This is an optimization exercise on Yosys and OpenROAD, whose aim is small area, not a production implementation. Where RTL was checked, it was by simulation tests only, not by an equivalence proof against the original. Only the layout flow was run in runs 2 to 5; the RTL was not checked for function there. Power is estimated from default activity; no workload was simulated.

### flow/config.mk
export PLATFORM = sky130hd
export DESIGN_NAME = upa_fd
export DESIGN_NICKNAME = upa_fd
export VERILOG_FILES = /design/flow/design.v
export SDC_FILE = /design/flow/constraint.sdc
export NUM_CORES = 4
export LEC_CHECK = 0
export CAP_MARGIN = 20
export CORE_MARGIN = 2
export CORE_UTILIZATION = 55
export CTS_BUF_LIST = sky130_fd_sc_hd__clkbuf_16
export CTS_CLUSTER_DIAMETER = 100
export CTS_CLUSTER_SIZE = 25
export PLACE_DENSITY = 0.65
export SLEW_MARGIN = 20
export SYNTH_HIERARCHICAL = 1
### flow/constraint.sdc
create_clock -name core_clock -period 10.0 [get_ports {clk}]
set_input_delay 2.0000 -clock core_clock [delete_from_list [all_inputs] [get_ports {clk}]]
set_output_delay 2.0000 -clock core_clock [all_outputs]
set_load 0.01 [all_outputs]
### flow/design.v
module upa_fd (
    input  wire        clk,
    input  wire        rst,             
    input  wire        rx_valid,
    input  wire [7:0]  rx_data,
    output reg         tx_valid,
    output reg  [7:0]  tx_data,
    output reg         busy,
    input  wire [15:0] enc,
    output reg         enc_reset,
    input  wire        btn_refresh,
    input  wire [7:0]  btn_in,
    input  wire        disp_stall,
    output reg         lcd_write_valid,
    output wire [7:0]  lcd_write_char,
    output reg         lcd_cursor_valid,
    output wire [2:0]  lcd_cursor_row,
    output wire [4:0]  lcd_cursor_col,
    output reg         lcd_clear_valid,
    output reg         led_valid,
    output wire [7:0]  led_mask,
    output reg         beep_valid,
    output wire [7:0]  beep_duration,
    output wire [15:0] beep_freq
);
    localparam [7:0]  INIT_BYTE  = 8'hFE;
    localparam [7:0]  POLL_BYTE  = 8'hFF;
    localparam [7:0]  WRITE8     = 8'h68;       
    localparam [7:0]  BEEP_DEFAULT_DURATION = 8'd100;
    localparam [15:0] BEEP_DEFAULT_FREQ     = 16'd2000;
    reg  [4:0]  toread;      
    reg         cur_f;       
    reg  [4:0]  head;
    reg  [4:0]  tail;
    reg  [7:0]  btn;
    reg         dvalid;
    reg  [64:0] dreg;        
    reg  [2:0]  cidx;        
    reg  [64:0] slot [0:31];
    wire [4:0] size     = head - tail;
    wire       is_empty = (head == tail);
    wire       is_full  = ((head + 5'd1) == tail);
    wire [2:0] b_op  = rx_data[7:5];
    wire [4:0] b_len = rx_data[4:0];
    wire       awaiting   = (toread == 5'd0);
    wire       cmd        = rx_valid && awaiting;
    wire       cmd_frame  = cmd && (b_op >= 3'd2) && (b_op <= 3'd6);
    wire       cmd_status = cmd && (b_op == 3'd1);
    wire       cmd_init   = cmd && (rx_data == INIT_BYTE);
    wire       cmd_poll   = cmd && (rx_data == POLL_BYTE);
    wire       data_byte  = rx_valid && !awaiting;
    wire       last_byte  = data_byte && (toread == 5'd1);
    wire complete = (cmd_frame && b_len == 5'd0) || cmd_init || last_byte;
    wire push = complete && !is_full;
    wire we_hi    = cmd_frame || cmd_init || (last_byte && cur_f);
    wire we_lo    = data_byte && !(last_byte && cur_f);
    wire f_in     = cmd ? (rx_data == WRITE8) : cur_f;
    wire [7:0] rx_n = ~rx_data;
    genvar s;
    generate
        for (s = 0; s < 32; s = s + 1) begin : g_slot
            wire sel = (head == s);
            always @(posedge clk) begin
                if (sel && we_hi)
                    slot[s][64:56] <= {!f_in, rx_n};
            end
            always @(posedge clk) begin
                if (sel && we_lo)
                    slot[s][55:0] <= {slot[s][47:0], rx_n};
            end
        end
    endgenerate
    wire [31:0] tsel_n = ~(32'd1 << tail);
    wire [64:0] rd;
    genvar c;
    generate
        for (c = 0; c < 65; c = c + 1) begin : g_rd
            wire [31:0] col;
            for (s = 0; s < 32; s = s + 1) begin : g_b
                assign col[s] = slot[s][c];
            end
            upa_fd_rcol u_col (.d(col), .ns(tsel_n), .q(rd[c]));
        end
    endgenerate
    wire       d_f   = dreg[64];
    wire [2:0] d_op  = dreg[63:61];
    wire [4:0] d_len = dreg[60:56];
    wire do_pop    = !disp_stall && !dvalid && !is_empty;
    wire do_exec   = !disp_stall && dvalid;
    wire init_exec = do_exec && !d_f && (d_op == 3'd7);
    wire write_ok  = d_f || (d_op == 3'd3 && d_len[4:3] == 2'b00 && d_len[2:0] != 3'd0);
    wire last_char = (cidx == {2'b00, !d_f});
    wire more_chars = write_ok && !last_char;
    always @(posedge clk) begin
        if (rst || init_exec) begin
            toread <= 5'd0;
            head   <= 5'd0;
            busy   <= 1'b0;
        end else if (rx_valid) begin
            if (awaiting) begin
                if (cmd_frame)
                    toread <= b_len;
                if (cmd_poll && is_empty)
                    busy <= 1'b0;
            end else begin
                toread <= toread - 5'd1;
            end
            if (push) begin
                head <= head + 5'd1;
                if (size >= 5'd21)
                    busy <= 1'b1;
            end
        end
    end
    always @(posedge clk) begin
        if (cmd)
            cur_f <= (rx_data == WRITE8);
    end
    always @(posedge clk) begin
        if (rst) begin
            tx_valid  <= 1'b0;
            enc_reset <= 1'b1;
        end else begin
            tx_valid  <= cmd_status && (b_len[4:2] == 3'd0) && (b_len[1:0] != 2'b11);
            enc_reset <= init_exec || (cmd_status && b_len == 5'd1);
        end
    end
    always @(posedge clk)
        tx_data <= b_len[0] ? enc[7:0] : (b_len[1] ? {3'b000, size} : btn);
    always @(posedge clk) begin
        if (rst || init_exec)
            btn <= 8'd0;
        else if (btn_refresh)
            btn <= btn_in;
    end
    always @(posedge clk) begin
        if (rst || init_exec) begin
            tail   <= 5'd0;
            dvalid <= 1'b0;
        end else if (do_pop) begin
            tail   <= tail + 5'd1;
            dvalid <= 1'b1;
        end else if (do_exec) begin
            if (!more_chars)
                dvalid <= 1'b0;
        end
    end
    always @(posedge clk) begin
        if (do_pop) begin
            dreg <= rd;
            cidx <= rd[64] ? 3'd7 : rd[58:56];
        end else if (do_exec) begin
            cidx <= cidx - 3'd1;
        end
    end
    always @(posedge clk) begin
        if (rst) begin
            lcd_write_valid  <= 1'b0;
            lcd_cursor_valid <= 1'b0;
            lcd_clear_valid  <= 1'b0;
            led_valid        <= 1'b0;
            beep_valid       <= 1'b0;
        end else begin
            lcd_write_valid  <= do_exec && write_ok;
            lcd_cursor_valid <= do_exec && !d_f && d_op == 3'd2 && d_len == 5'd1;
            lcd_clear_valid  <= do_exec && !d_f && d_op == 3'd4;
            led_valid        <= do_exec && !d_f && d_op == 3'd5 && d_len == 5'd1;
            beep_valid       <= do_exec && !d_f && d_op == 3'd6;
        end
    end
    wire beep_def = (d_len != 5'd3);
    assign lcd_write_char = dreg[8*cidx +: 8];
    assign lcd_cursor_row = dreg[7:5];
    assign lcd_cursor_col = dreg[4:0];
    assign led_mask       = dreg[7:0];
    assign beep_duration  = beep_def ? BEEP_DEFAULT_DURATION : dreg[23:16];
    assign beep_freq      = beep_def ? BEEP_DEFAULT_FREQ : dreg[15:0];
endmodule
module upa_fd_rcol (
    input  wire [31:0] d,
    input  wire [31:0] ns,
    output wire        q
);
    wire [15:0] y;
    genvar i;
    generate
        for (i = 0; i < 16; i = i + 1) begin : g_p
            upa_fd_oai22 u_p (.a1(d[2*i]), .a2(ns[2*i]), .b1(d[2*i+1]), .b2(ns[2*i+1]), .y(y[i]));
        end
    endgenerate
    assign q = |y;
endmodule
module upa_fd_oai22 (
    input  wire a1,
    input  wire a2,
    input  wire b1,
    input  wire b2,
    output wire y
);
    assign y = ~((a1 | a2) & (b1 | b2));
endmodule
### flow/run.sh
#!/bin/bash
# synth_recipe.tcl (not shown) runs the flow's synth.tcl, then flattens the netlist and writes it again
# the make line also repeats each setting of config.mk as NAME=value (left out here)
make -C /OpenROAD-flow-scripts/flow DESIGN_CONFIG=/design/flow/config.mk WORK_HOME=/design/flow/orfs CLKGATE_MAP_FILE= SYNTH_SCRIPT=/design/flow/synth_recipe.tcl finish
==> results.txt, run 1 <==
Root Driver clkbuf_16; clk slew on worst S/H paths 100 ps; Pleak 25.4 nW; Least-Margin Pin Slew 1240 ps; top-level I/O count 101; largest cells by area after synthesis edfxtp_1, o22ai_1, nor4_1, dfxtp_1, nand4_1; Avg Cell Area, Syn 19.2 sq um; via count 39.8k; largest net degree at the start of global routing 69; initial antenna violation count 6; post-route cell area 83600 sq um; Worst Setup Start Kind register; outcome complete, no violations; input/output buffers 92; Syn Nets 4059; Syn-to-layout area delta 8.88%; chip width 378 microns; critical path peak fanout 18; CTS max path bufs 3; row count 137; Clock power frac 26.6%; Non-Filler Instances 6148; cell area after synthesis 76800 sq um; share of async-settable or async-resettable flops after synthesis 0%; final worst-path cycle share 52.6%; Resized Gates After CTS 0; WL/cell 28.3 microns; clock latency (worst-skew pair) 750 ps; most numerous cell in the Yosys netlist edfxtp_1; pwr dens 198 nW/um^2; Clock Sinks 2189; Worst VDD drop 0.000125 V; critical path endpoint category output pin; global-route wire length before repair 254000 microns; Placed Cells 6020; Fin Clk Skew 42.6 ps; Remaining DRCs 0; commonest register cell after synthesis edfxtp_1; Synth warnings 8; Setup CP Type reg2out; GRT Total Usage 24.4%; vias in the first global route 38.0k; core area 139000 sq um; Slew Viols, Final 0; switching power 3.91 mW; combinational share of power 10.6%; Worst Path Arrival 3260 ps; Routed WL 174000 microns; max cap viols 0; CP required 8000 ps; Hold WS 440 ps; grt total ovfl 0; layout cells sized above 1 7.09%; Fmax 0.190 GHz; CTS H-tree depth 3; Fin Setup TNS 0 ps; Pint 12.6 mW; via/cell ratio 6.48; Post-synth EDFFs 2148; routability cong. 0.915; drt initial violations 4315; RSZ-0062 raised after global routing false; post-route minimum period 5260 ps; sw frac 23.6%; Filler Cells Inserted 9946; Initial Utilization 55.2%; post-route ant nets 0; most area-hungry cell type in the Yosys netlist edfxtp_1; synth cell count leaders edfxtp_1, o22ai_1, nor4_1, nor2_1, nand4_1; post-synth top area share 84.0%; placed instance area 80900 sq um; dpl hpwl 104000 microns; Slew headroom 16.8%; die height 378 microns; CTS tree yes; Flop pwr share 62.8%; 1st-pass router iterations 5; Nets 4301; sequential fraction of the synthesis area 85.1%; CTS Hold Buffers Added 0; CTS buffer count 97; Post-CTS Setup Bufs 0; Final setup viols 0; die area 143000 sq um; synthesized instance count 4001; unique cell type count in the Yosys netlist 56; min-delay worst type reg2reg; Hold Violations, Final 0; #FFs+latches synth 2189
==> power by group through the flow <==
stage,clock network [mW],registers [mW],logic (mW)
2_1_floorplan,0,10.5,0.858
3_3_place_gp,0,10.6,1.74
3_5_place_dp,0,10.6,1.78
4_1_cts,4.47,10.4,1.78
5_1_grt,4.78,10.4,1.84
6_report,4.41,10.4,1.76
==> modules after synthesis, one instance, submodules excluded <==
module	flip-flops and latches	cells inside
upa_fd_rcol	0	5
upa_fd	2189	2636
upa_fd_oai22	0	1
==> final cells by class <==
cell class              count  area [sq um]  share of cell area [%]
clock inverters            28           151                   0.181
multi-input cells        1742         11500                    13.8
flip-flops and latches   2189         65300                    78.2
repair buffers            187          1630                    1.96
clock buffers              99          2480                    2.96
inverters                  26          98.8                   0.118
well taps                1876          2350                    2.81
diodes                      1          2.50                 0.00299
==> routing by layer <==
metal | GRT usage [%] | wire, microns | vias up
met5 | 0 | 0 | -
met4 | 9.61 | 7150 | 0
met3 | 3.40 | 13200 | 215
met2 | 37.9 | 81300 | 1658
met1 | 35.6 | 72600 | 20200
li1 | - | - | 17800
==> stage by stage <==
| stage | setup slack [ps] | utilization [%] | total power [mW] |
|---|---|---|---|
| floorplan | 4190 | - | 11.4 |
| global placement | 4400 | 58.2 | 12.3 |
| detailed placement | 4340 | 58.2 | 12.4 |
| CTS | 4750 | 60.1 | 16.6 |
| global route | 4700 | 60.1 | 17.0 |
| finish | 4740 | 60.1 | 16.6 |
==> sequential cells by signal, indices dropped and copies added (netlist names) <==
name and count:
beep_valid 1, toread 5, tx_data 8, cidx 3
enc_reset 1, slot 2080, dreg 65, tail 5
lcd_write_valid 1, cur_f 1, lcd_clear_valid 1, btn 8
head 5, led_valid 1, lcd_cursor_valid 1, dvalid 1
busy 1, tx_valid 1
==> cell families after synthesis <==
| kind of cell | Yosys count | share of synthesized area [%] |
|---|---|---|
| adders and majority gates | 21 | 0.352 |
| muxes | 37 | 0.756 |
| xor gates and xnor gates | 15 | 0.171 |
| DFF | 2189 | 85.1 |
| buffers and inverters | 70 | 0.502 |
| and+or+nand+nor | 574 | 4.18 |
| AOI/OAI and AO/OA | 1095 | 8.93 |
==> critical path, stage by stage (launching register included) <==
cell             delay [ps]
edfxtp_1               1120
mux4_2                  600
mux2_2                  280
clkdlybuf4s50_1         490
==> cells in the final DEF, fill, tap and decap left out, drive strengths merged, types with 2 or more instances in the layout <==
master / synthesis / routed
a211oi: 6 / 6
a21o: 2 / 2
a21oi: 14 / 14
a221oi: 2 / 2
and2: 8 / 8
and3: 19 / 19
buf: 25 / 95
clkbuf: 18 / 99
clkdlybuf4s50: 0 / 92
clkinv: 0 / 2
dfxtp: 41 / 41
edfxtp: 2148 / 2148
ha: 20 / 20
inv: 26 / 51
mux2: 8 / 8
mux2i: 13 / 13
mux4: 16 / 16
nand2: 57 / 57
nand2b: 11 / 11
nand3: 26 / 26
nand3b: 4 / 4
nand4: 71 / 71
nor2: 90 / 90
nor2b: 6 / 6
nor3: 7 / 7
nor3b: 2 / 2
nor4: 264 / 264
nor4b: 2 / 2
o211ai: 2 / 2
o21ai: 16 / 16
o22ai: 1041 / 1041
o31ai: 3 / 3
or3: 3 / 3
or4: 2 / 2
xnor2: 9 / 9
xor2: 6 / 6
==> worst paths after layout <==
kind	start	slack [ps]	to	cells after the start
max	cidx[1]$_DFFE_PP_	4740	lcd_write_char[0]	3
min	slot[5][0]$_DFFE_PP_	440	slot[5][8]$_DFFE_PP_	0
max reg2reg	tail[3]$_SDFFE_PP0P_	5540	cidx[2]$_DFFE_PP_	9
min reg2reg	slot[5][0]$_DFFE_PP_	440	slot[5][8]$_DFFE_PP_	0
==> inputs of run 2 (changes only) <==
--- a/flow/design.v
+++ b/flow/design.v
@@ -57,3 +57,2 @@
     wire f_in     = cmd ? (rx_data == WRITE8) : cur_f;
-    wire [7:0] rx_n = ~rx_data;
     genvar s;
@@ -64,3 +63,3 @@
                 if (sel && we_hi)
-                    slot[s][64:56] <= {!f_in, rx_n};
+                    slot[s][64:56] <= {f_in, rx_data};
             end
@@ -68,3 +67,3 @@
                 if (sel && we_lo)
-                    slot[s][55:0] <= {slot[s][47:0], rx_n};
+                    slot[s][55:0] <= {slot[s][47:0], rx_data};
             end
@@ -190,3 +189,3 @@
     endgenerate
-    assign q = |y;
+    assign q = ~|y;
 endmodule
--- a/flow/config.mk
+++ b/flow/config.mk
@@ -10,5 +10,3 @@
 export CORE_UTILIZATION = 55
-export CTS_BUF_LIST = sky130_fd_sc_hd__clkbuf_16
-export CTS_CLUSTER_DIAMETER = 100
-export CTS_CLUSTER_SIZE = 25
+export CTS_BUF_LIST = sky130_fd_sc_hd__clkbuf_8
 export PLACE_DENSITY = 0.65
==> results.txt, run 2 <==
CTS H-tree depth 5 (+2); most area-hungry cell type in the Yosys netlist edfxtp_1; GRT Total Usage 25.0% (+0.58 points); Slew headroom 14.7% (-2.1 points); via/cell ratio 6.26 (-3.3%); Nets 4545 (+5.7%); routability cong. 0.911 (-0.43%); Pleak 27.4 nW (+7.9%); grt total ovfl 0 (unchanged); share of async-settable or async-resettable flops after synthesis 0% (unchanged); CTS Hold Buffers Added 0 (unchanged); switching power 4.53 mW (+16%); largest reg by FF count slot; Routed WL 178000 microns (+2.0%); Clock power frac 35.5% (+8.9 points); Worst Setup Start Kind register; WL/cell 26.9 microns (-5.0%); Initial Utilization 55.3% (about the same); max reg flops 2080 (unchanged); input/output buffers 92 (unchanged); placed instance area 81000 sq um (about the same); synthesized instance count 3999 (-0.050%); final worst-path cycle share 61.3% (+8.7 points); Least-Margin Pin Slew 1270 ps (+30.6 ps); min-delay worst type reg2reg; area of the multi-input gates 11800 sq um (+2.0%); Slowest-stage cell, CP nor4b_2; Synth warnings 8 (unchanged); Worst Path Arrival 4130 ps (+870 ps); Filler Cells Inserted 9707 (-2.4%); met2 Usage GRT 40.7% (+2.8 points); drt initial violations 3807 (-12%); synth cell count leaders edfxtp_1, o22ai_1, nor4_1, nor2_1, and4_1; cell area after synthesis 76900 sq um (+0.21%); most numerous cell in the Yosys netlist edfxtp_1; Pint 14.4 mW (+14%); hold path depth 0 (unchanged); Worst VDD drop 0.000138 V (+11%); Fin Clk Skew 80.0 ps (+37.3 ps); largest cells by area after synthesis edfxtp_1, o22ai_1, nor4_1, dfxtp_1, and4_1; GRT busiest layer met2; Resized Gates After CTS 0 (unchanged); 1st-pass router iterations 5 (unchanged); Slew Viols, Final 0 (unchanged); #FFs+latches synth 2189 (unchanged); Syn-to-layout area delta 13.2%; Avg Cell Area, Syn 19.2 sq um (+0.26%); Clock Sinks 2189 (unchanged); initial antenna violation count 4 (-2); Post-synth EDFFs 2148 (unchanged); Largest regs slot: 2080 flops, dreg: 65 flops; commonest register cell after synthesis edfxtp_1; CP peak stage delay 850 ps (-270 ps); global-route wire length before repair 261000 microns (+3.0%); dpl hpwl 108000 microns (+3.3%); Syn Nets 4057 (-0.049%); chip width 378 microns (+0.11%); RSZ-0062 raised after global routing false; unique cell type count in the Yosys netlist 56 (unchanged); met1 Use GR 33.2% (-2.4 points); CTS buffer count 353 (+260%); post-route cell area 87100 sq um (+4.2%); total area of sequential cells 65300 sq um (about the same); core area 139000 sq um (+0.12%); outcome complete, no violations; final core utilization 62.6% (+2.4 points); Hold Violations, Final 0 (unchanged); Hold WS 386 ps (-54.0 ps); die area 143000 sq um (+0.21%); Fmax 0.163 GHz (-14%); vias in the first global route 42.0k (+11%); Fin Setup TNS 0 ps (unchanged); critical path, cell by cell nor4b_2 > and2_0 > buf_4 > nand2b_1 > clkdlybuf4s50_1; largest net degree at the start of global routing 79 (+14%); Final setup viols 0 (unchanged); critical path endpoint category output pin; worst path buffer plus inverter count 2 (+1); via count 41.3k (+3.8%); post-synth top area share 83.9% (-0.18 points); grt met3 use 4.66% (+1.3 points); Remaining DRCs 0 (unchanged); most common cell after layout, fill and taps aside edfxtp_1; clock latency (worst-skew pair) 1020 ps (+270 ps); max cap viols 0 (unchanged); die height 378 microns (+0.11%); critical path peak fanout 6 (-12); Root Driver clkbuf_8; critical path depth in cells 5 (+2); pwr dens 218 nW/um^2 (+10%); CP required 8000 ps (about the same); sw frac 23.9% (+0.23 points); Flop pwr share 55.1% (-7.7 points); post-route ant nets 0 (unchanged); sequential fraction of the synthesis area 84.9% (-0.18 points); post-route minimum period 6130 ps (+873 ps); clk slew on worst S/H paths 60 ps (-40 ps); total design power 19.0 mW (+15%); Setup CP Type reg2out; Worst R2R Path Depth 10 (+1); CTS tree yes; top-level I/O count 101 (unchanged); Top Family by Delay on Critical Path simple AND/OR/NAND/NOR gates; combinational share of power 9.4% (-1.2 points); row count 137 (unchanged); CTS max path bufs 4 (+1); most frequent cells in the layout edfxtp_1, o22ai_1, clkbuf_8; layout cells sized above 1 12.5% (+5.4 points); Post-CTS Setup Bufs 0 (unchanged)
[run 2: changes by cell type after synthesis, sizes merged, moves of 4 or more]
cell	previous run	this run
clkbuf	18	12
nand4	71	3
o21ai	16	22
and4	0	67
nand2b	11	16
inv	26	17
nand3b	4	0
[run 2: path summary, 6_finish.rpt]
path / start / endpoint / slack, ps
min reg2reg: slot[23][6]$_DFFE_PP_ / slot[23][14]$_DFFE_PP_ / 390
min: slot[23][6]$_DFFE_PP_ / slot[23][14]$_DFFE_PP_ / 390
max reg2reg: tail[1]$_SDFFE_PP0P_ / cidx[2]$_DFFE_PP_ / 5910
max: dreg[59]$_DFFE_PP_ / beep_freq[9] / 3870
[run 2: layer usage]
| layer | part of all wire [%] | wire length [microns] |
|---|---|---|
| met5 | 0 | 0 |
| met4 | 4.1 | 7230 |
| met3 | 6.1 | 10800 |
| met1 | 41 | 72700 |
| met2 | 49 | 87000 |
[run 2: per-stage QoR]
stage | instances | setup slack (ps)
2_1_floorplan | 3999 | 3960
3_3_place_gp | 6007 | 4540
3_5_place_dp | 6007 | 4460
4_1_cts | 6594 | 3850
5_1_grt | 6597 | 3760
6_report | 6600 | 3870
[run 2: cell families after synthesis]
family / synth area share [%]
fa+ha+maj: 0.351
xor+xnor: 0.159
mux: 0.743
simple gates: 4.48
compound gates: 8.95
buf+inv: 0.386
flops: 84.9
[run 2: power by group through the flow]
stage | clock network (mW) | registers, mW | logic (mW)
2_1_floorplan | 0 | 10.5 | 0.956
3_3_place_gp | 0 | 10.6 | 1.73
3_5_place_dp | 0 | 10.6 | 1.78
4_1_cts | 6.86 | 10.4 | 1.79
5_1_grt | 7.27 | 10.5 | 1.88
6_report | 6.73 | 10.5 | 1.79
[run 2: layout make-up]
class                      instances  share of cell area, %
clock inverter                   225                   1.23
inverter                          18                 0.0790
sequential                      2189                   75.0
multi-input combinational       1752                   13.5
clock buffer                     362                   5.72
tap                             1876                   2.70
antenna                            5                 0.0144
timing repair buffer             173                   1.71
[run 2: per-module statistics from Yosys, one instance, submodules excluded]
module | copies in the design | cells inside | flops+latches
upa_fd_rcol | 65 | 5 | 0
upa_fd_oai22 | 1040 | 1 | 0
upa_fd | 1 | 2634 | 2189
==> inputs of run 3 (changes only) <==
--- a/flow/config.mk
+++ b/flow/config.mk
@@ -10,3 +10,4 @@
 export CORE_UTILIZATION = 55
-export CTS_BUF_LIST = sky130_fd_sc_hd__clkbuf_8
+export CTS_BUF_LIST = sky130_fd_sc_hd__clkbuf_4
+export CTS_CLUSTER_SIZE = 20
 export PLACE_DENSITY = 0.65
==> results.txt, run 3 <==
outcome complete, no violations; sequential fraction of the synthesis area 84.9% (unchanged); Slowest-stage cell, CP nor4b_2; RSZ-0062 raised after global routing false; total design power 19.3 mW (+1.5%); largest reg by FF count slot; clk slew on worst S/H paths 70 ps (about the same); Root Driver clkbuf_4; CTS Hold Buffers Added 0 (unchanged); largest net degree at the start of global routing 79 (unchanged); most area-hungry cell type in the Yosys netlist edfxtp_1; dpl hpwl 108000 microns (unchanged); Largest regs slot: 2080 flops, dreg: 65 flops; routability cong. 0.911 (unchanged); Worst R2R Path Depth 10 (unchanged); critical path endpoint category output pin; vias in the first global route 44.1k (+4.9%); Least-Margin Pin Slew 1290 ps (+18.9 ps); max cap viols 0 (unchanged); flop2flop setup slack 5810 ps (-100 ps); CP peak stage delay 890 ps (+40 ps); Worst Path Arrival 4460 ps (+330 ps); share of async-settable or async-resettable flops after synthesis 0% (unchanged); Remaining DRCs 0 (unchanged); clock latency (worst-skew pair) 1300 ps (+280 ps); CTS buffer count 558 (+58%); grt total ovfl 0 (unchanged); most frequent cells in the layout edfxtp_1, o22ai_1, clkbuf_4; core area 139000 sq um (unchanged); die area 143000 sq um (unchanged); critical path, cell by cell nor4b_2 > and2_0 > buf_4 > nand2b_1 > clkdlybuf4s50_1; CTS H-tree depth 6 (+1); dpl ws 4460 ps (unchanged); Worst VDD drop 0.000131 V (-5.1%); max reg flops 2080 (unchanged); synthesized instance count 3999 (unchanged); Pleak 27.7 nW (+1.3%); Post-synth EDFFs 2148 (unchanged); top-level I/O count 101 (unchanged); via/cell ratio 6.18 (-1.3%); drt initial violations 3779 (-0.74%); synth cell count leaders edfxtp_1, o22ai_1, nor4_1, nor2_1, and4_1; largest cells by area after synthesis edfxtp_1, o22ai_1, nor4_1, dfxtp_1, and4_1; chip width 378 microns (unchanged); post-synth top area share 83.9% (unchanged); Slew Viols, Final 0 (unchanged); cell area after synthesis 76900 sq um (unchanged); pwr dens 220 nW/um^2 (+0.99%); most numerous cell in the Yosys netlist edfxtp_1; Slew headroom 13.5% (-1.3 points); Reg2Reg Capture Point cidx[2]$_DFFE_PP_; initial antenna violation count 6 (+2); hold path depth 0 (unchanged); layout cells sized above 1 20.1% (+7.6 points); CP required 8000 ps (about the same); Synth warnings 8 (unchanged); critical path peak fanout 6 (unchanged); via count 42.7k (+3.3%); GRT Total Usage 25.2% (+0.16 points); hold path startpoint slot[14][16]$_DFFE_PP_; CTS tree yes; row count 137 (unchanged); Worst Setup Start Kind register; die height 378 microns (unchanged); Post-CTS Setup Bufs 0 (unchanged); Clock Sinks 2189 (unchanged); Initial Utilization 55.3% (unchanged); final core utilization 62.9% (+0.30 points); Syn Nets 4057 (unchanged); Final setup viols 0 (unchanged); post-route minimum period 6460 ps (+332 ps); Fin Setup TNS 0 ps (unchanged); input/output buffers 92 (unchanged); Fin Clk Skew 76.3 ps (-3.61 ps); global-route wire length before repair 265000 microns (+1.2%); Setup CP Type reg2out; WL/cell 25.9 microns (-3.8%); most common cell after layout, fill and taps aside edfxtp_1; Resized Gates After CTS 0 (unchanged); Syn-to-layout area delta 13.7%; commonest register cell after synthesis edfxtp_1; unique cell type count in the Yosys netlist 56 (unchanged); #FFs+latches synth 2189 (unchanged); FF-to-FF Start tail[1]$_SDFFE_PP0P_; Hold EP slot[14][24]$_DFFE_PP_; 1st-pass router iterations 5 (unchanged); CTS max path bufs 4 (unchanged); Routed WL 179000 microns (+0.69%); Nets 4750 (+4.5%); Fmax 0.155 GHz (-5.1%); Hold Violations, Final 0 (unchanged); post-route ant nets 0 (unchanged); final worst-path cycle share 64.6% (+3.3 points); Avg Cell Area, Syn 19.2 sq um (unchanged); Final WS setup 3540 ps (-332 ps); min-delay worst type reg2reg
[run 3: where the power goes]
part	switching (mW)	internal (mW)	total [mW]
sequential	0.184	10.3	10.5
clock	3.28	3.74	7.02
combinational	1.11	0.673	1.78
total	4.57	14.7	19.3
[run 3: Yosys stat by module, one instance, submodules excluded]
module | flops+latches | times used | area, sq um
upa_fd_rcol | 0 | 65 | 33.8
upa_fd_oai22 | 0 | 1040 | 6.26
upa_fd | 2189 | 1 | 68200
[run 3: how the worst max path moves through the flow]
stage	startpoint	cells after the start	end	slack, ps
after floorplan	rx_valid	7	slot[0][0]$_DFFE_PP_	3960
after global placement	rx_data[7]	7	slot[11][58]$_DFFE_PP_	4540
after detailed placement	rx_data[7]	7	slot[1][61]$_DFFE_PP_	4460
after CTS	dreg[59]$_DFFE_PP_	5	beep_freq[9]	3590
after global routing	dreg[56]$_DFFE_PP_	5	beep_freq[9]	3470
final	dreg[59]$_DFFE_PP_	5	beep_freq[9]	3540
[run 3: metal layers]
metal  vias up  GRT usage, %  routed length [microns]
met1     21600          32.4                    72200
met4         2          12.4                     7500
met2      1576          41.1                    88500
met5         -             0                       20
li1      19200             -                        -
met3       305          5.27                    10800
[run 3: stage by stage]
stage | hold WS [ps] | instance area, sq um | instances
final | 383 | 87500 | 6906
after CTS | 395 | 87500 | 6898
after floorplan | 427 | 76900 | 3999
after global routing | 395 | 87500 | 6904
after global placement | 428 | 81000 | 6007
after detailed placement | 433 | 81000 | 6007
[run 3: kinds of logic after synthesis]
group	after synthesis	share of synthesized area (%)
fa+ha+maj	21	0.351
flops	2189	84.9
compound gates	1101	8.95
simple gates	580	4.48
buf+inv	58	0.386
xor+xnor	14	0.159
mux	36	0.743
[run 3: layout make-up]
cell class	count	area [sq um]
inverters	18	68.8
multi-input cells	1752	11800
clock buffers	780	5860
diodes	7	17.5
fillers	9908	51700
flip-flops and latches	2189	65300
well taps	1876	2350
repair buffers	173	1490
clock inverters	111	611
[run 3: worst max-delay path, delay by kind of cell (launching register included)]
| family | cells | cell delay (ps) |
|---|---|---|
| buffers and inverters | 2 | 880 |
| AND/OR/NAND/NOR | 3 | 1690 |
| flip-flops | 1 | 610 |
==> inputs of run 4 (changes only) <==
--- a/flow/config.mk
+++ b/flow/config.mk
@@ -10,4 +10,5 @@
 export CORE_UTILIZATION = 55
-export CTS_BUF_LIST = sky130_fd_sc_hd__clkbuf_4
-export CTS_CLUSTER_SIZE = 20
+export CTS_BUF_LIST = sky130_fd_sc_hd__clkbuf_16
+export CTS_CLUSTER_DIAMETER = 100
+export CTS_CLUSTER_SIZE = 25
 export PLACE_DENSITY = 0.65
==> results.txt, run 4 <==
Non-Filler Instances 6134 (-11%); row count 137 (unchanged); CTS tree yes; Worst VDD drop 0.000145 V (+10%); hold path depth 0 (unchanged); Post-CTS Setup Bufs 0 (unchanged); dpl ws 4460 ps (unchanged); global-route wire length before repair 255000 microns (-3.7%); via/cell ratio 6.49 (+5.0%); cell area after synthesis 76900 sq um (unchanged); RSZ-0062 raised after global routing false; routability cong. 0.911 (unchanged); Routed WL 174000 microns (-3.0%); min-delay worst type reg2reg; die area 143000 sq um (unchanged); max cap viols 0 (unchanged); CP required 8000 ps (about the same); most numerous cell in the Yosys netlist edfxtp_1; outcome complete, no violations; synthesized instance count 3999 (unchanged); vias in the first global route 39.5k (-10%); Final WS setup 4090 ps (+554 ps); Slew headroom 13.7% (+0.19 points); CTS Hold Buffers Added 0 (unchanged); CTS H-tree depth 3 (-3); Syn Nets 4057 (unchanged); WL/cell 28.3 microns (+9.2%); Worst Setup Start Kind register; Hold Violations, Final 0 (unchanged); Filler Cells Inserted 9956 (+0.48%); Resized Gates After CTS 0 (unchanged); dpl hpwl 108000 microns (unchanged); layout cells sized above 1 7.07% (-13 points); post-route ant nets 0 (unchanged); post-route minimum period 5910 ps (-554 ps); hold path startpoint slot[15][37]$_DFFE_PP_; #FFs+latches synth 2189 (unchanged); largest reg by FF count slot; Placed Cells 6007 (unchanged); placed instance area 81000 sq um (unchanged); share of async-settable or async-resettable flops after synthesis 0% (unchanged); unique cell type count in the Yosys netlist 56 (unchanged); total design power 16.6 mW (-14%); drt initial violations 3987 (+5.5%); max reg flops 2080 (unchanged); largest net degree at the start of global routing 79 (unchanged); commonest register cell after synthesis edfxtp_1; Syn-to-layout area delta 8.71%; Nets 4289 (-9.7%); post-synth top area share 83.9% (unchanged); CP peak stage delay 850 ps (-40 ps); most common cell after layout, fill and taps aside edfxtp_1; Slew Viols, Final 0 (unchanged); Least-Margin Pin Slew 1280 ps (-2.81 ps); Pleak 25.1 nW (-9.3%); Worst Path Arrival 3910 ps (-550 ps); sequential fraction of the synthesis area 84.9% (unchanged); most frequent cells in the layout edfxtp_1, o22ai_1, nor4_1; initial antenna violation count 4 (-2); CTS buffer count 97 (-83%); Fin Clk Skew 49.0 ps (-27.3 ps); CTS max path bufs 3 (-1); chip width 378 microns (unchanged); Initial Utilization 55.3% (unchanged); clock latency (worst-skew pair) 760 ps (-540 ps); Final setup viols 0 (unchanged); final worst-path cycle share 59.1% (-5.5 points); Remaining DRCs 0 (unchanged); critical path endpoint category output pin; Root Driver clkbuf_16; critical path, cell by cell nor4b_2 > and2_0 > buf_4 > nand2b_1 > clkdlybuf4s50_1; via count 39.8k (-6.8%); Largest regs slot: 2080 flops, dreg: 65 flops; largest cells by area after synthesis edfxtp_1, o22ai_1, nor4_1, dfxtp_1, and4_1; synth cell count leaders edfxtp_1, o22ai_1, nor4_1, nor2_1, and4_1; core area 139000 sq um (unchanged); flop2flop setup slack 5860 ps (+50 ps); grt total ovfl 0 (unchanged); Fin Setup TNS 0 ps (unchanged); FF-to-FF Start tail[1]$_SDFFE_PP0P_; Reg2Reg Capture Point cidx[1]$_DFFE_PP_; input/output buffers 92 (unchanged); pwr dens 199 nW/um^2 (-9.8%); top-level I/O count 101 (unchanged); Post-synth EDFFs 2148 (unchanged); Worst R2R Path Depth 10 (unchanged); critical path peak fanout 6 (unchanged); Fmax 0.169 GHz (+9.4%); Setup CP Type reg2out; Hold EP slot[15][45]$_DFFE_PP_; most area-hungry cell type in the Yosys netlist edfxtp_1; Avg Cell Area, Syn 19.2 sq um (unchanged); Clock Sinks 2189 (unchanged); Synth warnings 8 (unchanged); GRT Total Usage 24.3% (-0.87 points); die height 378 microns (unchanged); 1st-pass router iterations 5 (unchanged); clk slew on worst S/H paths 100 ps (+30 ps); post-route cell area 83600 sq um (-4.4%); Slowest-stage cell, CP nor4b_2
run 4: cell counts after synthesis:
Identical to the previous run, type by type.
run 4: cell type report:
type	count	area (sq um)	area share, %
Sequential cell	2189	65300	78.1
Multi-Input combinational cell	1752	11800	14.1
Clock buffer	98	2450	2.93
Tap cell	1876	2350	2.81
Timing Repair Buffer	173	1490	1.78
Clock inverter	26	159	0.190
Inverter	18	68.8	0.0823
Antenna cell	2	5.00	0.00599
run 4: logic make-up after synthesis:
family                   synth area share (%)
XOR/XNOR                                0.159
flip-flops                               84.9
AO/OA/AOI/OAI                            8.95
adder cells (fa/ha/maj)                 0.351
buffers and inverters                   0.386
AND/OR/NAND/NOR                          4.48
multiplexers                            0.743
run 4: critical path: cells and delay by family (launching register included):
kind | cells | cell delay (ps)
buf+inv | 2 | 870
flops | 1 | 640
simple gates | 3 | 1630
run 4: how the worst max path moves through the flow:
stage / cells past startpoint / to / slack (ps) / start
6_report: 5 / beep_freq[9] / 4090 / dreg[56]$_DFFE_PP_
5_1_grt: 5 / beep_freq[9] / 4060 / dreg[59]$_DFFE_PP_
4_1_cts: 5 / beep_freq[9] / 4160 / dreg[59]$_DFFE_PP_
3_5_place_dp: 7 / slot[1][61]$_DFFE_PP_ / 4460 / rx_data[7]
3_3_place_gp: 7 / slot[11][58]$_DFFE_PP_ / 4540 / rx_data[7]
2_1_floorplan: 7 / slot[0][0]$_DFFE_PP_ / 3960 / rx_valid
run 4: routing by layer:
| layer | GRT usage, % | up-vias | part of all wire [%] |
|---|---|---|---|
| met5 | 0 | - | 0 |
| met4 | 9.91 | 0 | 4.2 |
| met3 | 2.72 | 236 | 5.4 |
| met2 | 40.2 | 1300 | 49 |
| met1 | 33.4 | 20500 | 41 |
| li1 | - | 17800 | - |
run 4: power by group:
group,internal [mW],switching (mW)
combinational,0.673,1.11
sequential,10.3,0.180
clock,1.78,2.61
total,12.7,3.90
run 4: Yosys stat by module, one instance, submodules excluded:
module / times used / cells inside / flip-flops and latches
upa_fd_rcol: 65 / 5 / 0
upa_fd: 1 / 2634 / 2189
upa_fd_oai22: 1040 / 1 / 0
run 4: per-stage QoR:
stage                     hold WS [ps]  util, %
final                              436     60.1
after global routing               441     60.1
after CTS                          435     60.1
after detailed placement           433     58.2
after global placement             428     58.2
after floorplan                    427        -
==> inputs of run 5 (changes only) <==
--- a/flow/config.mk
+++ b/flow/config.mk
@@ -9,3 +9,3 @@
 export CORE_MARGIN = 2
-export CORE_UTILIZATION = 55
+export CORE_UTILIZATION = 68
 export CTS_BUF_LIST = sky130_fd_sc_hd__clkbuf_16
@@ -13,3 +13,3 @@
 export CTS_CLUSTER_SIZE = 25
-export PLACE_DENSITY = 0.65
+export PLACE_DENSITY = 0.75
 export SLEW_MARGIN = 20
==> results.txt, run 5 <==
post-route minimum period 5250 ps (-660 ps); layout cells sized above 1 7.19% (+0.12 points); global-route wire length before repair 256000 microns (+0.54%); Fmax 0.190 GHz (+13%); Resized Gates After CTS 0 (unchanged); via/cell ratio 7.12 (+9.8%); most numerous cell in the Yosys netlist edfxtp_1; Synth warnings 8 (unchanged); Setup CP Type reg2out; 1st-pass router iterations 5 (unchanged); WL/cell 30.4 microns (+7.6%); critical path endpoint category output pin; Syn Nets 4057 (unchanged); outcome complete, no violations; Hold WS 436 ps (+0.295 ps); cell area after synthesis 76900 sq um (unchanged); max cap viols 0 (unchanged); share of async-settable or async-resettable flops after synthesis 0% (unchanged); most common cell after layout, fill and taps aside edfxtp_1; grt total ovfl 0 (unchanged); Root Driver clkbuf_16; dpl hpwl 102000 microns (-5.0%); max reg flops 2080 (unchanged); via count 41.1k (+3.3%); CP peak stage delay 650 ps (-200 ps); Clock Sinks 2189 (unchanged); unique cell type count in the Yosys netlist 56 (unchanged); final worst-path cycle share 52.5% (-6.6 points); vias in the first global route 39.4k (-0.13%); Remaining DRCs 0 (unchanged); row count 123 (-10%); RSZ-0062 raised after global routing false; min-delay worst type reg2reg; Worst Setup Start Kind register; Avg Cell Area, Syn 19.2 sq um (unchanged); largest reg by FF count slot; Filler Cells Inserted 6372 (-36%); clock latency (worst-skew pair) 720 ps (-40 ps); Slew Viols, Final 0 (unchanged); die area 116000 sq um (-19%); critical path peak fanout 6 (unchanged); Post-synth EDFFs 2148 (unchanged); critical path, cell by cell nor4b_2 > and2_0 > buf_4 > nand2b_1 > clkdlybuf4s50_1; Largest regs slot: 2080 flops, dreg: 65 flops; most frequent cells in the layout edfxtp_1, o22ai_1, nor4_1; Worst Path Arrival 3250 ps (-660 ps); routability cong. 0.940 (+3.2%); Final setup viols 0 (unchanged); core area 112000 sq um (-19%); Initial Utilization 68.5% (+13 points); largest net degree at the start of global routing 69 (-13%); post-synth top area share 83.9% (unchanged); input/output buffers 92 (unchanged); drt initial violations 5434 (+36%); Slowest-stage cell, CP edfxtp_1; CTS Hold Buffers Added 0 (unchanged); Worst VDD drop 0.000207 V (+43%); sequential fraction of the synthesis area 84.9% (unchanged); Slew headroom 13.9% (+0.20 points); die height 340 microns (-10%); GRT Total Usage 30.4% (+6.1 points); Least-Margin Pin Slew 1280 ps (-2.96 ps); synthesized instance count 3999 (unchanged); CTS max path bufs 3 (unchanged); pwr dens 199 nW/um^2 (+0.44%); post-route ant nets 0 (unchanged); commonest register cell after synthesis edfxtp_1; Routed WL 176000 microns (+1.2%); clk slew on worst S/H paths 100 ps (about the same); largest cells by area after synthesis edfxtp_1, o22ai_1, nor4_1, dfxtp_1, and4_1; #FFs+latches synth 2189 (unchanged); Pleak 25.3 nW (+0.47%); top-level I/O count 101 (unchanged); CP required 8000 ps (about the same); CTS tree yes; initial antenna violation count 2 (-2); Syn-to-layout area delta 8.27%; synth cell count leaders edfxtp_1, o22ai_1, nor4_1, nor2_1, and4_1; Fin Setup TNS 0 ps (unchanged); chip width 340 microns (-10%); CTS buffer count 97 (unchanged); Post-CTS Setup Bufs 0 (unchanged); Fin Clk Skew 30.2 ps (-18.8 ps); CTS H-tree depth 3 (unchanged); Hold Violations, Final 0 (unchanged); most area-hungry cell type in the Yosys netlist edfxtp_1; Nets 4293 (+0.093%)
-- run 5: cell types whose count changed in the layout (fill, tap and decap cells not counted), sizes merged --
cell / before / now
inv: 38 / 47
buf: 89 / 93
clkbuf: 98 / 103
clkinvlp: 1 / 0
clkinv: 5 / 1
diode: 2 / 4
-- run 5: per-layer routing --
layer  routed length (microns)  GRT usage [%]  part of all wire, %
met5                         0              0                    0
met2                     81800           46.5                   47
met4                      9890           15.1                  5.6
met1                     66700           43.9                   38
met3                     17300           4.71                  9.9
-- run 5: power by group --
| group | internal (mW) | leakage [nW] | switching [mW] |
|---|---|---|---|
| registers | 10.3 | 19.7 | 0.166 |
| logic | 0.664 | 4.09 | 1.15 |
| clock network | 1.85 | 1.43 | 2.53 |
-- run 5: final timing paths --
path | startpoint | to | slack [ps] | cells after the start
min | slot[6][11]$_DFFE_PP_ | slot[6][19]$_DFFE_PP_ | 440 | 0
max | dreg[60]$_DFFE_PP_ | beep_duration[5] | 4750 | 5
min reg2reg | slot[6][11]$_DFFE_PP_ | slot[6][19]$_DFFE_PP_ | 440 | 0
max reg2reg | tail[1]$_SDFFE_PP0P_ | cidx[2]$_DFFE_PP_ | 5810 | 10
-- run 5: per-stage QoR --
stage | total power, mW | cells | setup slack, ps | util [%] | cell area (sq um)
6_report | 16.6 | 5773 | 4750 | 74.1 | 83300
3_5_place_dp | 12.4 | 5634 | 4490 | 71.7 | 80500
4_1_cts | 16.6 | 5767 | 4800 | 74.1 | 83200
3_3_place_gp | 12.3 | 5632 | 4660 | 71.6 | 80500
2_1_floorplan | 11.5 | 3999 | 3960 | - | 76900
5_1_grt | 17.1 | 5769 | 4600 | 74.1 | 83300
-- run 5: per-module statistics from Yosys (local to each module, per instance) --
module | flops+latches | cells inside | cell area (sq um)
upa_fd | 2189 | 2634 | 68200
upa_fd_oai22 | 0 | 1 | 6.26
upa_fd_rcol | 0 | 5 | 33.8
-- run 5: final cells by class --
class,count,area (sq um),area share [%]
multi-input cells,1752,11800,14.1
repair buffers,177,1530,1.84
clock inverters,30,130,0.156
flip-flops and latches,2189,65300,78.4
clock buffers,103,2580,3.09
diodes,4,10.0,0.0120
well taps,1500,1880,2.25
inverters,18,67.6,0.0811
-- run 5: logic make-up after synthesis --
group	synth area share, %
buffers and inverters	0.386
and+or+nand+nor	4.48
adders and majority gates	0.351
AOI/OAI and AO/OA	8.95
xor gates and xnor gates	0.159
DFF	84.9
muxes	0.743
-- run 5: critical path: cells and delay by family, from the launching register on --
kind / cells / cell delay, ps
buffers and inverters: 2 / 810
DFF: 1 / 650
and+or+nand+nor: 3 / 1070
==> inputs of run 6 (changes only) <==
--- a/flow/design.v
+++ b/flow/design.v
@@ -57,2 +57,3 @@
     wire f_in     = cmd ? (rx_data == WRITE8) : cur_f;
+    wire [7:0] rx_n = ~rx_data;
     genvar s;
@@ -63,3 +64,3 @@
                 if (sel && we_hi)
-                    slot[s][64:56] <= {f_in, rx_data};
+                    slot[s][64:56] <= {!f_in, rx_n};
             end
@@ -67,3 +68,3 @@
                 if (sel && we_lo)
-                    slot[s][55:0] <= {slot[s][47:0], rx_data};
+                    slot[s][55:0] <= {slot[s][47:0], rx_n};
             end
@@ -189,3 +190,3 @@
     endgenerate
-    assign q = ~|y;
+    assign q = |y;
 endmodule
==> flow/flow/run.sh (new file) <==
#!/bin/bash
# Standard layout, with the port buffers made as the smallest buffer cell
# instead of the one buffer_ports picks by itself.
set -euo pipefail
export BUFFER_PORTS_ARGS="-buffer_cell sky130_fd_sc_hd__buf_1"
bash standard.sh > orfs_flow.log 2>&1
==> flow/standard.sh (new file) <==
#!/bin/bash
# synth_recipe.tcl (not shown) runs the flow's synth.tcl, then flattens the netlist and writes it again
# the make line also repeats each setting of config.mk as NAME=value (left out here)
make -C /OpenROAD-flow-scripts/flow DESIGN_CONFIG=/design/flow/config.mk WORK_HOME=/design/flow/orfs CLKGATE_MAP_FILE= SYNTH_SCRIPT=/design/flow/synth_recipe.tcl "${@:-finish}"
--- a/flow/config.mk
+++ b/flow/config.mk
@@ -9,7 +9,7 @@
 export CORE_MARGIN = 2
-export CORE_UTILIZATION = 68
+export CORE_UTILIZATION = 55
 export CTS_BUF_LIST = sky130_fd_sc_hd__clkbuf_16
 export CTS_CLUSTER_DIAMETER = 100
-export CTS_CLUSTER_SIZE = 25
-export PLACE_DENSITY = 0.75
+export CTS_CLUSTER_SIZE = 30
+export PLACE_DENSITY = 0.65
 export SLEW_MARGIN = 20
removed: flow/run.sh
==> results.txt, run 6 <==
Slowest-stage cell, CP edfxtp_1; most area-hungry cell type in the Yosys netlist edfxtp_1; critical path, cell by cell mux4_2 > mux2_2 > buf_1; WL/cell 28.3 microns (-7.1%); Avg Cell Area, Syn 19.2 sq um (-0.26%); CTS Hold Buffers Added 0 (unchanged); die area 143000 sq um (+23%); final worst-path cycle share 49.1% (-3.4 points); max cap viols 0 (unchanged); hold path depth 0 (unchanged); critical path peak fanout 18 (+12); Routed WL 173000 microns (-1.5%); Slew headroom 18.9% (+5.1 points); post-synth top area share 84.0% (+0.18 points); FF-to-FF Start tail[3]$_SDFFE_PP0P_; chip width 378 microns (+11%); cell area after synthesis 76800 sq um (-0.21%); Post-synth EDFFs 2148 (unchanged); grt total ovfl 0 (unchanged); Hold Violations, Final 0 (unchanged); total design power 16.1 mW (-2.8%); RSZ-0062 raised after global routing false; worst path buffer plus inverter count 1 (-1); Worst R2R Path Depth 7 (-3); Final setup viols 0 (unchanged); core area 139000 sq um (+24%); Synth warnings 8 (unchanged); largest reg by FF count slot; synthesized instance count 4001 (+0.050%); CTS max path bufs 3 (unchanged); share of async-settable or async-resettable flops after synthesis 0% (unchanged); dpl hpwl 103000 microns (+0.16%); global-route wire length before repair 251000 microns (-1.9%); Nets 4278 (-0.35%); via count 39.5k (-4.0%); commonest register cell after synthesis edfxtp_1; CP required 8000 ps (about the same); drt initial violations 4707 (-13%); CTS tree yes; area of the multi-input gates 11600 sq um (-1.5%); post-route ant nets 0 (unchanged); clk slew on worst S/H paths 120 ps (+20 ps); Fmax 0.204 GHz (+6.9%); Hold EP slot[2][12]$_DFFE_PP_; CP peak stage delay 1140 ps (+490 ps); min-delay worst type reg2reg; Post-CTS Setup Bufs 0 (unchanged); Initial Utilization 55.2% (-13 points); clock latency (worst-skew pair) 720 ps (about the same); critical path endpoint category output pin; Worst Path Arrival 2910 ps (-340 ps); hold path startpoint slot[2][4]$_DFFE_PP_; largest net degree at the start of global routing 69 (unchanged); top-level I/O count 101 (unchanged); pwr dens 195 nW/um^2 (-2.0%); Root Driver clkbuf_16; Top Family by Delay on Critical Path flip-flops; layout cells sized above 1 6.79% (-0.41 points); unique cell type count in the Yosys netlist 56 (unchanged); #FFs+latches synth 2189 (unchanged); GRT Total Usage 24.2% (-6.2 points); Least-Margin Pin Slew 1200 ps (-75.3 ps); vias in the first global route 37.2k (-5.5%); Fin Clk Skew 37.1 ps (+6.90 ps); post-route minimum period 4910 ps (-338 ps); total area of sequential cells 65300 sq um (unchanged); Slew Viols, Final 0 (unchanged); Filler Cells Inserted 9948 (+56%); initial antenna violation count 1 (-1); via/cell ratio 6.45 (-9.5%); placed instance area 80300 sq um (-0.23%); Syn Nets 4059 (+0.049%); Pleak 24.9 nW (-1.4%); Remaining DRCs 0 (unchanged); sequential fraction of the synthesis area 85.1% (+0.18 points); Fin Setup TNS 0 ps (unchanged); input/output buffers 92 (unchanged); Clock Sinks 2189 (unchanged); most common cell after layout, fill and taps aside edfxtp_1; Syn-to-layout area delta 7.66%; most numerous cell in the Yosys netlist edfxtp_1; die height 378 microns (+11%); CTS H-tree depth 3 (unchanged); final core utilization 59.4% (-15 points); post-route cell area 82600 sq um (-0.77%); synth cell count leaders edfxtp_1, o22ai_1, nor4_1, nor2_1, nand4_1; 1st-pass router iterations 5 (unchanged); most frequent cells in the layout edfxtp_1, o22ai_1, nor4_1; Worst VDD drop 0.000140 V (-32%); Resized Gates After CTS 0 (unchanged); row count 137 (+11%); outcome complete, no violations; routability cong. 0.954 (+1.5%); max reg flops 2080 (unchanged); flop2flop setup slack 5670 ps (-140 ps); CTS buffer count 83 (-14%); Setup CP Type reg2out; largest cells by area after synthesis edfxtp_1, o22ai_1, nor4_1, dfxtp_1, nand4_1; Reg2Reg Capture Point dreg[5]$_DFFE_PP_; Largest regs slot: 2080 flops, dreg: 65 flops; Worst Setup Start Kind register
run 6: cell count changes in the layout (fill, tap and decap cells not counted), sizes merged, moves of 4 or more:
cell and change:
buf +85, clkdlybuf4s50 -84, nand4 +68, and4 -67, clkbuf -16, o21ai -6
nand2b -5, nand3b +4
run 6: worst max-delay path by stage:
stage / from / end / cells past startpoint
floorplan: rx_valid / slot[0][0]$_DFFE_PP_ / 6
global placement: rx_data[1] / slot[19][64]$_DFFE_PP_ / 7
detailed placement: rx_data[1] / slot[18][61]$_DFFE_PP_ / 7
CTS: cidx[1]$_DFFE_PP_ / lcd_write_char[0] / 3
global route: cidx[1]$_DFFE_PP_ / lcd_write_char[0] / 3
finish: cidx[1]$_DFFE_PP_ / lcd_write_char[0] / 3
run 6: worst reg2reg max path: cells and delay by family (launching register included):
| kind | cells | cell delay [ps] |
|---|---|---|
| simple gates | 4 | 1980 |
| flops | 1 | 750 |
| buf+inv | 2 | 1000 |
| compound gates | 1 | 220 |
run 6: through the flow:
step,std cells,setup WS [ps],hold slack (ps)
floorplan,4001,4190,427
finish,6121,5090,449
global placement,6006,4840,427
detailed placement,6010,4760,433
CTS,6119,5110,444
global route,6120,5030,455
run 6: report_power, final:
group	switching, mW	internal (mW)	total (mW)	leakage, nW
clock	2.52	1.59	4.11	1.19
combinational	1.12	0.502	1.62	3.97
sequential	0.171	10.2	10.4	19.7
total	3.82	12.3	16.1	24.9
run 6: logic make-up (layout without fill, tap and decap cells):
family	Yosys count	count (layout)	share of synthesized area (%)
AO/OA/AOI/OAI	1095	1095	8.93
XOR/XNOR	15	15	0.171
adder cells (fa/ha/maj)	21	21	0.352
buffers and inverters	70	313	0.502
flip-flops	2189	2189	85.1
multiplexers	37	37	0.756
other	0	1	0
AND/OR/NAND/NOR	574	574	4.18
run 6: metal layers:
metal | up-vias | track usage [%] | routed length, microns
met5 | - | 0 | 0
met4 | 0 | 8.85 | 6360
met3 | 203 | 3.11 | 13000
met2 | 1722 | 37.0 | 79200
met1 | 19800 | 36.4 | 74500
li1 | 17700 | - | -
run 6: final cells by class:
class	instances	area share (%)
Multi-Input combinational cell	1742	14.0
Clock inverter	22	0.132
Tap cell	1876	2.84
Sequential cell	2189	79.0
Antenna cell	1	0.00303
Inverter	26	0.121
Timing Repair Buffer	178	1.20
Clock buffer	87	2.63
run 6: per-module statistics from Yosys (local to each module, per instance):
| module | times used | cells inside | cell area, sq um | flops+latches |
|---|---|---|---|---|
| upa_fd_oai22 | 1040 | 1 | 6.26 | 0 |
| upa_fd | 1 | 2636 | 68200 | 2189 |
| upa_fd_rcol | 65 | 5 | 31.3 | 0 |
==> inputs of run 7 (changes only) <==
--- a/flow/config.mk
+++ b/flow/config.mk
@@ -12,3 +12,3 @@
 export CTS_CLUSTER_DIAMETER = 100
-export CTS_CLUSTER_SIZE = 30
+export CTS_CLUSTER_SIZE = 25
 export PLACE_DENSITY = 0.65
==> results.txt, run 7 <==
outcome complete, no violations; largest reg by FF count slot; unique cell type count in the Yosys netlist 56 (unchanged); GRT busiest layer met2; via count 39.6k (+0.43%); synthesized instance count 4001 (unchanged); pwr dens 197 nW/um^2 (+1.0%); final worst-path cycle share 48.7% (-0.41 points); dpl hpwl 103000 microns (unchanged); die area 143000 sq um (unchanged); Post-CTS Setup Bufs 0 (unchanged); Avg Cell Area, Syn 19.2 sq um (unchanged); core area 139000 sq um (unchanged); flop2flop setup slack 5570 ps (-100 ps); CP endpoint lcd_write_char[0]; Post-synth EDFFs 2148 (unchanged); vias in the first global route 37.4k (+0.45%); Slew headroom 19.5% (+0.60 points); GRT Total Usage 24.4% (+0.15 points); area of the multi-input gates 11600 sq um (about the same); Final setup viols 0 (unchanged); Slowest-stage cell, CP edfxtp_1; max cap viols 0 (unchanged); Non-Filler Instances 6129 (+0.13%); Placed Cells 6010 (unchanged); die height 378 microns (unchanged); placed instance area 80300 sq um (unchanged); most area-hungry cell type in the Yosys netlist edfxtp_1; global-route wire length before repair 252000 microns (+0.41%); worst path buffer plus inverter count 1 (unchanged); dpl ws 4760 ps (unchanged); CP required 8000 ps (about the same); synth cell count leaders edfxtp_1, o22ai_1, nor4_1, nor2_1, nand4_1; met2 Usage GRT 37.2% (+0.19 points); row count 137 (unchanged); CTS max path bufs 3 (unchanged); grt total ovfl 0 (unchanged); CTS buffer count 97 (+17%); CTS H-tree depth 3 (unchanged); total area of sequential cells 65300 sq um (unchanged); largest cells by area after synthesis edfxtp_1, o22ai_1, nor4_1, dfxtp_1, nand4_1; WL/cell 28.3 microns (+0.19%); 1st-pass router iterations 6 (+1); CP peak stage delay 1100 ps (-40 ps); via/cell ratio 6.47 (+0.30%); chip width 378 microns (unchanged); Hold Violations, Final 0 (unchanged); Reg2Reg Capture Point cidx[2]$_DFFE_PP_; Hold WS 443 ps (-5.70 ps); Worst Setup Start Kind register; critical path endpoint category output pin; most numerous cell in the Yosys netlist edfxtp_1; Initial Utilization 55.2% (unchanged); min-delay worst type reg2reg; max reg flops 2080 (unchanged); Synth warnings 8 (unchanged); Clock Sinks 2189 (unchanged); Slew Viols, Final 0 (unchanged); Resized Gates After CTS 0 (unchanged); Root Driver clkbuf_16; Top Family by Delay on Critical Path flip-flops; post-route cell area 82900 sq um (+0.36%); Syn Nets 4059 (unchanged); layout cells sized above 1 7.10% (+0.31 points); grt met3 use 3.27% (+0.16 points); most common cell after layout, fill and taps aside edfxtp_1; largest net degree at the start of global routing 69 (unchanged); critical path, cell by cell mux4_2 > mux2_2 > buf_1; CTS Hold Buffers Added 0 (unchanged); initial antenna violation count 3 (+2); final core utilization 59.7% (+0.22 points); total design power 16.4 mW (+1.4%); Filler Cells Inserted 9946 (-0.020%); ant diodes 0 (-1); cell area after synthesis 76800 sq um (unchanged); Worst VDD drop 0.000196 V (+40%); Final WS setup 5130 ps (+41.5 ps); Largest regs slot: 2080 flops, dreg: 65 flops; Worst R2R Path Depth 9 (+2); clock latency (worst-skew pair) 730 ps (about the same); Syn-to-layout area delta 8.05%; routability cong. 0.954 (unchanged); post-route minimum period 4870 ps (-41.5 ps); drt initial violations 4919 (+4.5%); Pleak 25.0 nW (+0.55%); Least-Margin Pin Slew 1200 ps (-8.98 ps); Routed WL 174000 microns (+0.32%); sequential fraction of the synthesis area 85.1% (unchanged); input/output buffers 92 (unchanged); Nets 4293 (+0.35%); Fmax 0.205 GHz (+0.85%); RSZ-0062 raised after global routing false; FF-to-FF Start tail[3]$_SDFFE_PP0P_; Fin Setup TNS 0 ps (unchanged); critical path depth in cells 3 (unchanged); Worst Setup SP cidx[1]$_DFFE_PP_; Setup CP Type reg2out; #FFs+latches synth 2189 (unchanged); Worst Path Arrival 2870 ps (-40 ps); post-synth top area share 84.0% (unchanged); CTS tree yes; top-level I/O count 101 (unchanged); most frequent cells in the layout edfxtp_1, o22ai_1, nor4_1; clk slew on worst S/H paths 110 ps (about the same); share of async-settable or async-resettable flops after synthesis 0% (unchanged); Remaining DRCs 0 (unchanged); Fin Clk Skew 25.2 ps (-11.9 ps); critical path peak fanout 18 (unchanged); met1 Use GR 36.8% (+0.47 points); commonest register cell after synthesis edfxtp_1; post-route ant nets 0 (unchanged)
## run 7: per-layer routing
layer	up-vias	wire, microns
li1	17800	-
met1	19900	74900
met2	1747	79500
met3	212	13200
met4	0	6120
met5	-	0
## run 7: cells by family after synthesis
group                    share of synthesized area (%)
XOR/XNOR                                         0.171
AO/OA/AOI/OAI                                     8.93
adder cells (fa/ha/maj)                          0.352
AND/OR/NAND/NOR                                   4.18
flip-flops                                        85.1
buffers and inverters                            0.502
multiplexers                                     0.756
## run 7: area by class of cell
class	count	share of cell area (%)
Clock buffer	99	2.99
Inverter	26	0.121
Sequential cell	2189	78.8
Multi-Input combinational cell	1742	14.0
Timing Repair Buffer	179	1.20
Clock inverter	18	0.119
Tap cell	1876	2.83
## run 7: how the worst min path moves through the flow
stage,end,cells past startpoint,from
5_1_grt,slot[9][14]$_DFFE_PP_,0,slot[9][6]$_DFFE_PP_
4_1_cts,slot[1][27]$_DFFE_PP_,0,slot[1][19]$_DFFE_PP_
2_1_floorplan,slot[11][10]$_DFFE_PP_,0,slot[11][2]$_DFFE_PP_
3_3_place_gp,slot[31][12]$_DFFE_PP_,0,slot[31][4]$_DFFE_PP_
3_5_place_dp,slot[19][11]$_DFFE_PP_,0,slot[19][3]$_DFFE_PP_
6_report,slot[0][22]$_DFFE_PP_,0,slot[0][14]$_DFFE_PP_
## run 7: modules after synthesis, one instance, submodules excluded
module	flip-flops and latches	cells inside
upa_fd	2189	2636
upa_fd_rcol	0	5
upa_fd_oai22	0	1
## run 7: report_power, final
part	switching, mW	internal, mW
sequential	0.169	10.2
combinational	1.12	0.502
clock	2.56	1.78
==> inputs of run 8 (changes only) <==
--- a/flow/config.mk
+++ b/flow/config.mk
@@ -9,7 +9,7 @@
 export CORE_MARGIN = 2
-export CORE_UTILIZATION = 55
+export CORE_UTILIZATION = 45
 export CTS_BUF_LIST = sky130_fd_sc_hd__clkbuf_16
 export CTS_CLUSTER_DIAMETER = 100
-export CTS_CLUSTER_SIZE = 25
-export PLACE_DENSITY = 0.65
+export CTS_CLUSTER_SIZE = 30
+export PLACE_DENSITY = 0.55
 export SLEW_MARGIN = 20
==> results.txt, run 8 <==
via count 39.4k (-0.70%); Syn Nets 4059 (unchanged); critical path, cell by cell nor4b_2 > buf_4 > and2_0 > buf_4 > nand2b_1 > buf_1; hold path depth 0 (unchanged); critical path endpoint category output pin; Remaining DRCs 0 (unchanged); Hold WS 442 ps (-1.01 ps); Final setup viols 0 (unchanged); final worst-path cycle share 50.1% (+1.4 points); Largest regs slot: 2080 flops, dreg: 65 flops; 1st-pass router iterations 5 (-1); Clock power frac 26.3% (-0.2 points); Flop pwr share 64.5% (+0.9 points); clock latency (worst-skew pair) 740 ps (about the same); global-route wire length before repair 263000 microns (+4.4%); die area 174000 sq um (+22%); RSZ-0062 raised after global routing false; grt total ovfl 0 (unchanged); most numerous cell in the Yosys netlist edfxtp_1; critical path depth in cells 6 (+3); GRT Total Usage 20.7% (-3.7 points); post-route ant nets 0 (unchanged); Slew Viols, Final 0 (unchanged); Fin Setup TNS 0 ps (unchanged); sw frac 23.5% (about the same); Initial Utilization 45.3% (-9.9 points); Nets 4273 (-0.47%); input/output buffers 92 (unchanged); clk slew on worst S/H paths 120 ps (about the same); row count 151 (+10%); chip width 417 microns (+10%); CTS tree yes; WL/cell 28.1 microns (-0.85%); Resized Gates After CTS 0 (unchanged); unique cell type count in the Yosys netlist 56 (unchanged); total area of sequential cells 65300 sq um (about the same); xor and xnor area share after synthesis 0.171% (unchanged); CP required 8000 ps (about the same); max reg flops 2080 (unchanged); Post-CTS Setup Bufs 0 (unchanged); most area-hungry cell type in the Yosys netlist edfxtp_1; area of the multi-input gates 11700 sq um (+0.69%); outcome complete, no violations; post-synth top area share 84.0% (unchanged); largest reg by FF count slot; Reg2Reg Capture Point cidx[0]$_DFFE_PP_; hold path startpoint slot[29][6]$_DFFE_PP_; share of async-settable or async-resettable flops after synthesis 0% (unchanged); Routed WL 181000 microns (+4.4%); cell area after synthesis 76800 sq um (unchanged); core area 169000 sq um (+22%); post-synthesis compound-gate area fraction 8.93% (unchanged); synthesized instance count 4001 (unchanged); critical path peak fanout 10 (-8); Fmax 0.199 GHz (-2.8%); Slowest-stage cell, CP edfxtp_1; Filler Cells Inserted 13.8k (+39%); CTS max path bufs 3 (unchanged); min-delay worst type reg2reg; switching power 3.78 mW (-1.7%); Worst VDD drop 0.000127 V (-35%); dpl ws 4750 ps (-4.62 ps); via/cell ratio 6.10 (-5.7%); Pint 12.3 mW (-1.6%); CTS Hold Buffers Added 0 (unchanged); largest cells by area after synthesis edfxtp_1, o22ai_1, nor4_1, dfxtp_1, nand4_1; most frequent cells in the layout edfxtp_1, o22ai_1, nor4_1; Synth warnings 8 (unchanged); Avg Cell Area, Syn 19.2 sq um (unchanged); most common cell after layout, fill and taps aside edfxtp_1; dpl hpwl 114000 microns (+11%); Least-Margin Pin Slew 1210 ps (+13.7 ps); Worst R2R Path Depth 8 (-1); Worst Setup SP dreg[60]$_DFFE_PP_; layout cells sized above 1 7.01% (-0.086 points); Final WS setup 4990 ps (-142 ps); pwr dens 194 nW/um^2 (-1.9%); Top Family by Delay on Critical Path simple AND/OR/NAND/NOR gates; die height 417 microns (+10%); Hold Violations, Final 0 (unchanged); CTS buffer count 84 (-13%); drt initial violations 3835 (-22%); CTS H-tree depth 3 (unchanged); Hold EP slot[29][14]$_DFFE_PP_; flop2flop setup slack 5550 ps (-20 ps); initial antenna violation count 6 (+3); combinational share of power 9.2% (-0.7 points); Pleak 25.0 nW (-0.34%); ant diodes 0 (unchanged); synth cell count leaders edfxtp_1, o22ai_1, nor4_1, nor2_1, nand4_1; max cap viols 0 (unchanged); largest net degree at the start of global routing 69 (unchanged); Slew headroom 18.6% (-0.92 points); top-level I/O count 101 (unchanged); post-route minimum period 5010 ps (+142 ps); CP peak stage delay 570 ps (-530 ps); crit-path most repeated cell buf_4; sequential fraction of the synthesis area 85.1% (unchanged); Root Driver clkbuf_16; FF-to-FF Start tail[3]$_SDFFE_PP0P_; fraction of the mapped netlist area in simple logic gates 4.18% (unchanged); Clock Sinks 2189 (unchanged); Fin Clk Skew 41.6 ps (+16.4 ps); Syn-to-layout area delta 8.36%; commonest register cell after synthesis edfxtp_1; main combinational cell family by area after synthesis compound AO/OA/AOI/OAI gates; vias in the first global route 38.6k (+3.2%); Worst Path Arrival 3010 ps (+140 ps); Worst Setup Start Kind register; Setup CP Type reg2out; routability cong. 0.827 (-13%); mux contribution to synthesized area 0.756% (unchanged); Post-synth EDFFs 2148 (unchanged); worst path buffer plus inverter count 3 (+2); #FFs+latches synth 2189 (unchanged); adder-cell share of the synthesized area 0.352% (unchanged)
[run 8: cell counts after synthesis]
Identical to the previous run, type by type.
[run 8: cells by family (layout without fill, tap and decap cells)]
| kind of cell | count (synthesis) | count (layout) |
|---|---|---|
| DFF | 2189 | 2189 |
| AOI/OAI and AO/OA | 1095 | 1095 |
| and+or+nand+nor | 574 | 574 |
| buffers and inverters | 70 | 303 |
| muxes | 37 | 37 |
| adders and majority gates | 21 | 21 |
| xor gates and xnor gates | 15 | 15 |
[run 8: modules after synthesis (local to each module, per instance)]
module | flip-flops and latches | cells inside | cell area (sq um)
upa_fd | 2189 | 2636 | 68200
upa_fd_oai22 | 0 | 1 | 6.26
upa_fd_rcol | 0 | 5 | 31.3
[run 8: final cells by class]
type / count / area share (%)
Inverter: 26 / 0.122
Tap cell: 2218 / 3.34
Sequential cell: 2189 / 78.5
Clock buffer: 88 / 2.65
Multi-Input combinational cell: 1742 / 14.0
Clock inverter: 17 / 0.185
Timing Repair Buffer: 172 / 1.14
[run 8: worst register-to-register path: stages (launching register included)]
cell     delay, ps
dfxtp_2        910
inv_1          400
nand3_4        470
buf_4          550
o22ai_1        200
nor4_1         770
nand4_1        530
nor3_1         310
a21oi_1         50
[run 8: routing by layer]
metal	global-route usage, %	routed length, microns
met1	28.6	78000
met3	2.73	9020
met5	0	0
met2	33.2	85500
met4	8.87	8780
[run 8: power by group through the flow]
stage	combinational [mW]	clock, mW	sequential [mW]
2_1_floorplan	0.858	0	10.5
4_1_cts	1.50	4.35	10.4
5_1_grt	1.59	4.64	10.4
6_report	1.48	4.24	10.4
3_3_place_gp	1.48	0	10.6
3_5_place_dp	1.50	0	10.6
[run 8: worst max path at each step]
stage / endpoint / slack, ps
after floorplan: slot[0][0]$_DFFE_PP_ / 4190
after global placement: slot[0][60]$_DFFE_PP_ / 4820
after detailed placement: slot[10][60]$_DFFE_PP_ / 4750
after CTS: beep_duration[2] / 4930
after global routing: beep_duration[2] / 4850
final: beep_duration[2] / 4990
[run 8: metrics by stage]
stage / util (%) / std cells / cell area [sq um] / total power [mW]
after global placement: 47.7 / 6347 / 80800 / 12.1
after floorplan: - / 4001 / 76800 / 11.4
after CTS: 49.1 / 6452 / 83200 / 16.2
after detailed placement: 47.7 / 6347 / 80800 / 12.1
final: 49.1 / 6452 / 83200 / 16.1
after global routing: 49.1 / 6452 / 83200 / 16.6

what the ideal ports hide:
The flow's constraints put no driver on any port. The routed layouts listed below were extracted and timed again, unchanged, in two steps. Step 1 assumes that a clkbuf_16 drives the clock port and a buf_2 every other input. Step 2 times the ports against the registers' clock, not the clock port: input delays grow and output delays shrink by t, the midpoint of the rising clock arrivals with the driver on. a / b / c = ideal ports / drivers / drivers and shift; a / b = the first two.
run | shift t [ns] | setup slack, ns
run 1 | 0.812 | 4.741 / 4.656 / 4.361
run 2 | 1.053 | 3.868 / 3.790 / 4.463
run 3 | 1.327 | 3.536 / 3.461 / 4.452
run 4 | 0.809 | 4.089 / 4.011 / 4.478
run 5 | 0.784 | 4.749 / 4.671 / 4.483
run 6 | 0.780 | 5.087 / 5.010 / 4.763
run 7 | 0.797 | 5.128 / 5.051 / 4.766
run 8 | 0.797 | 4.986 / 4.908 / 4.730
After both steps every run listed still meets setup and hold.
